Context: an optimization exercise on an open-source flow, tuned for small area, a short achievable clock period and few clock cycles per item. The choices shown serve that exercise and are no tape-out recipe.
At most, simulation tests tie the RTL to the original design; equivalence was not proved.

// carry_norm
module carry_norm (
    input  wire        clk,
    input  wire        rst,
    input  wire        in_valid,
    output wire        in_ready,
    input  wire [63:0] in_data,
    input  wire        in_last,
    output reg         out_valid,
    input  wire        out_ready,
    output wire [63:0] out_digit,
    output reg         out_last,
    output reg         out_err,
    output reg         out_topovf
);
    localparam [1:0] S_IDLE = 2'd0, S_RSH = 2'd1, S_ADD = 2'd2, S_DIV = 2'd3;
    reg        v0;
    reg [63:0] x0;
    reg        l0;
    reg        drop;         
    reg        cz;           
    reg        cbig;         
    reg [63:0] c;            
    reg [6:0]  odig;         
    reg        osf1, osf2, osf3;    
    reg        ssf;                 
    reg        ofm, ofm2;           
    reg        sv;           
    reg [6:0]  sdig;
    reg        slast, serr, stop, sfull;
    reg [1:0]  st;           
    reg [6:0]  cnt;          
    reg [3:0]  dly;          
    reg        sgn;          
    reg        rb, stk;      
    reg        cy;           
    reg        vneg;         
    reg        vhi;          
    assign out_digit = {c[63:50] & {14{osf3}}, c[49:36] & {14{osf2}},
                        c[35:22] & {14{osf1}}, c[21:15] & {7{ofm}},
                        c[14:7] & {8{ofm2}}, odig};
    reg  rdy_a, rdy_b;       
    assign in_ready = rdy_a || rdy_b;
    wire accept  = in_valid && in_ready;
    wire rd      = out_valid && out_ready;
    wire room    = !(out_valid && sv);                   
  ...
For scale: ~2,000 cells after synthesis, ~180 flip-flops, ~14,000 sq um of cells after synthesis.
export LEC_CHECK = 0
export ABC_AREA = 1
export CAP_MARGIN = 20
export CORE_MARGIN = 2
export CORE_UTILIZATION = 40
export SETUP_SLACK_MARGIN = 2
export SLEW_MARGIN = 20
create_clock -name core_clock -period 100.0 [get_ports {clk}]
standard.sh (not shown) runs the stock make flow with config.mk's settings and CLKGATE_MAP_FILE= SYNTH_SCRIPT=/design/flow/synth_recipe.tcl, a recipe that flattens the netlist after the stock synthesis.
==> flow/flow/run.sh <==
#!/bin/bash
# The standard layout, with a plain small buffer (buf_1) on each port
# instead of the flow's default port buffer. Everything else is unchanged.
set -euo pipefail
bash standard.sh "BUFFER_PORTS_ARGS=-buffer_cell sky130_fd_sc_hd__buf_1" finish > standard.log 2>&1
The first run finished clean.
Testbench counts at the start, summed over its fixed seeds: cycles 18,530, items 18,514.
Change:
--- a/flow/design.v
+++ b/flow/design.v
@@ -13,22 +13,23 @@
     output reg         out_topovf
 );
     localparam [1:0] S_IDLE = 2'd0, S_RSH = 2'd1, S_ADD = 2'd2, S_DIV = 2'd3;
     reg        v0;
     reg [63:0] x0;
     reg        l0;
     reg        drop;         
     reg        cz;           
     reg        cbig;         
     reg [63:0] c;            
     reg [6:0]  odig;         
+    reg        ofull;
     reg        osf1, osf2, osf3;    
     reg        ssf;                 
     reg        ofm, ofm2;           
     reg        sv;           
     reg [6:0]  sdig;
     reg        slast, serr, stop, sfull;
     reg [1:0]  st;           
     reg [6:0]  cnt;          
     reg [3:0]  dly;          
     reg        sgn;          
     reg        rb, stk;      
@@ -36,23 +37,23 @@
     reg        vneg;         
     reg        vhi;          
     assign out_digit = {c[63:50] & {14{osf3}}, c[49:36] & {14{osf2}},
                         c[35:22] & {14{osf1}}, c[21:15] & {7{ofm}},
                         c[14:7] & {8{ofm2}}, odig};
     reg  rdy_a, rdy_b;       
     assign in_ready = rdy_a || rdy_b;
     wire accept  = in_valid && in_ready;
     wire rd      = out_valid && out_ready;
     wire room    = !(out_valid && sv);                   
     wire qempty  = !out_valid && !sv;
-    wire fullpend = (out_valid && ofm) || (sv && sfull);
+    wire fullpend = (out_valid && ofull) || (sv && sfull);
     wire sfpend   = (out_valid && osf2) || (sv && ssf);
     function fast_win;                  
         input [63:0] x;
         fast_win = (x[62:52] < 11'd1022) || (!x[63] && x[62:52] <= 11'd1043);
     endfunction
     function is_bad;                    
         input [63:0] x;
         is_bad = (x[62:52] == 11'd2047) || (x[62:52] > 11'd1086) ||
                  ((x[62:52] == 11'd1086) && !(x[63] && x[51:0] == 52'd0));
     endfunction
     function drain_f;
@@ -153,23 +154,23 @@
     end
     wire n_ov   = (out_valid && !rd) || sv || wr;
     wire n_sv   = (out_valid && !rd && (sv || wr)) || (sv && wr);
     wire n_keep = v0 && !pop;            
     wire n_idle = !(start_slow || (!idle && !(add_end && (s_ovf || l0)) && !div_end));
     wire [10:0] ie  = in_data[62:52];
     wire in_win = in_data[63] ? (!ie[10] && !(&ie[9:3]))
                               : (!ie[10] || (!(|ie[9:5]) && (!ie[4] || !(|ie[3:2]))));
     wire rd_n  = out_ready && out_valid;
     wire room0 = !((out_valid || wr) && (out_valid && (sv || wr)));
     wire room1 = !((sv || wr) && (sv && wr));
-    wire fp0   = (out_valid && ofm) || (sv && sfull) || (wr && nfull);
+    wire fp0   = (out_valid && ofull) || (sv && sfull) || (wr && nfull);
     wire fp1   = (sv && sfull) || (wr && nfull);
     wire n_room = rd_n ? room1 : room0;
     wire n_fp   = rd_n ? fp1 : fp0;
     wire sfp0  = (out_valid && osf2) || (sv && ssf) || (wr && nsf);
     wire sfp1  = (sv && ssf) || (wr && nsf);
     wire n_sfp = rd_n ? sfp1 : sfp0;
     wire czb   = n_cz || !n_cbig;
     wire p_new = n_idle && (n_drop || (n_room && czb && !(in_last ? n_fp : n_sfp)));
     wire q_new = n_idle && n_drop;
     wire r_old = !n_keep || drain_f(1'b1, n_idle, n_drop, n_room, n_fp, n_sfp, n_cz, n_cbig, l0, f_win, f_bad);
     wire n_rdy_a = accept && in_win && p_new;
@@ -204,28 +205,28 @@
             endcase
         end
     end
     always @(posedge clk) begin
         if (!v0 || drain) begin
             x0 <= in_data;
             l0 <= in_last;
         end
         if (rd || !out_valid) begin
             if (sv) begin
                 odig <= sdig; out_last <= slast; out_err <= serr;
-                out_topovf <= stop;
+                out_topovf <= stop; ofull <= sfull;
                 osf1 <= ssf; osf2 <= ssf && slast; osf3 <= ssf && !serr;
                 ofm <= sfull && !serr; ofm2 <= sfull && (slast || stop);
             end else begin
                 odig <= nd; out_last <= nlast; out_err <= nerr;
-                out_topovf <= ntop;
+                out_topovf <= ntop; ofull <= nfull;
                 osf1 <= nsf; osf2 <= nsf && nlast; osf3 <= nsf && !nerr;
                 ofm <= nfull && !nerr; ofm2 <= nfull && (nlast || ntop);
             end
         end
         if (wr) begin
             sdig <= nd; slast <= nlast; serr <= nerr; stop <= ntop; sfull <= nfull;
             ssf <= nsf;
         end
         if (drain && !drop && !f_bad) begin
             if (l0)
                 c[21:0] <= fv;
After rerunning: Synthesized area is about the same. Fmax falls by 0.63%. Cell area goes up by 0.34%. Wire length went down by 1.2%. Global-route usage goes down by 0.26 points. Die area stays flat. Count of clock-buffer cells in the layout went up by 1. Clock skew stays flat. Final cell count came out lower by 1.6%. Synthesized cell count went down by 2.2%. Via count shrinks by 2.2%. Critical path depth does not change. Hold slack is better by 0.0072 ns. Worst setup slack degrades by 0.14 ns.
Function not checked in the second run of this note: the RTL went through the layout flow alone.

==> separate check: timing with driven ports <==
No port has a modelled driver above. Below, the same layouts with a new extraction and two added sets of constraints.
Step 1 sets driving cells, clkbuf_16 on the clock port and buf_2 on the other inputs (assumed; they add their load-dependent delay and slew).
Step 2 also shifts input and output timing later by t, the mid clock arrival at the registers, as if the neighbouring blocks saw the same clock.
Three values: no drivers, after step 1, after step 2; two values: the first two.
run	t (ns)	setup slack, ns	hold WS [ns]	slew at the worst register clock pin (ns)
the first run	0.494	78.468 / 78.419 / 78.254	0.466 / 0.466 / 0.466	0.08 / 0.08
the second run	0.494	78.331 / 78.278 / 78.317	0.473 / 0.473 / 0.473	0.08 / 0.08
After both steps every run listed still meets setup and hold. For the first run, which loses most, drivers alone change the setup slack by -0.049 ns; drivers and shift together by -0.214 ns.
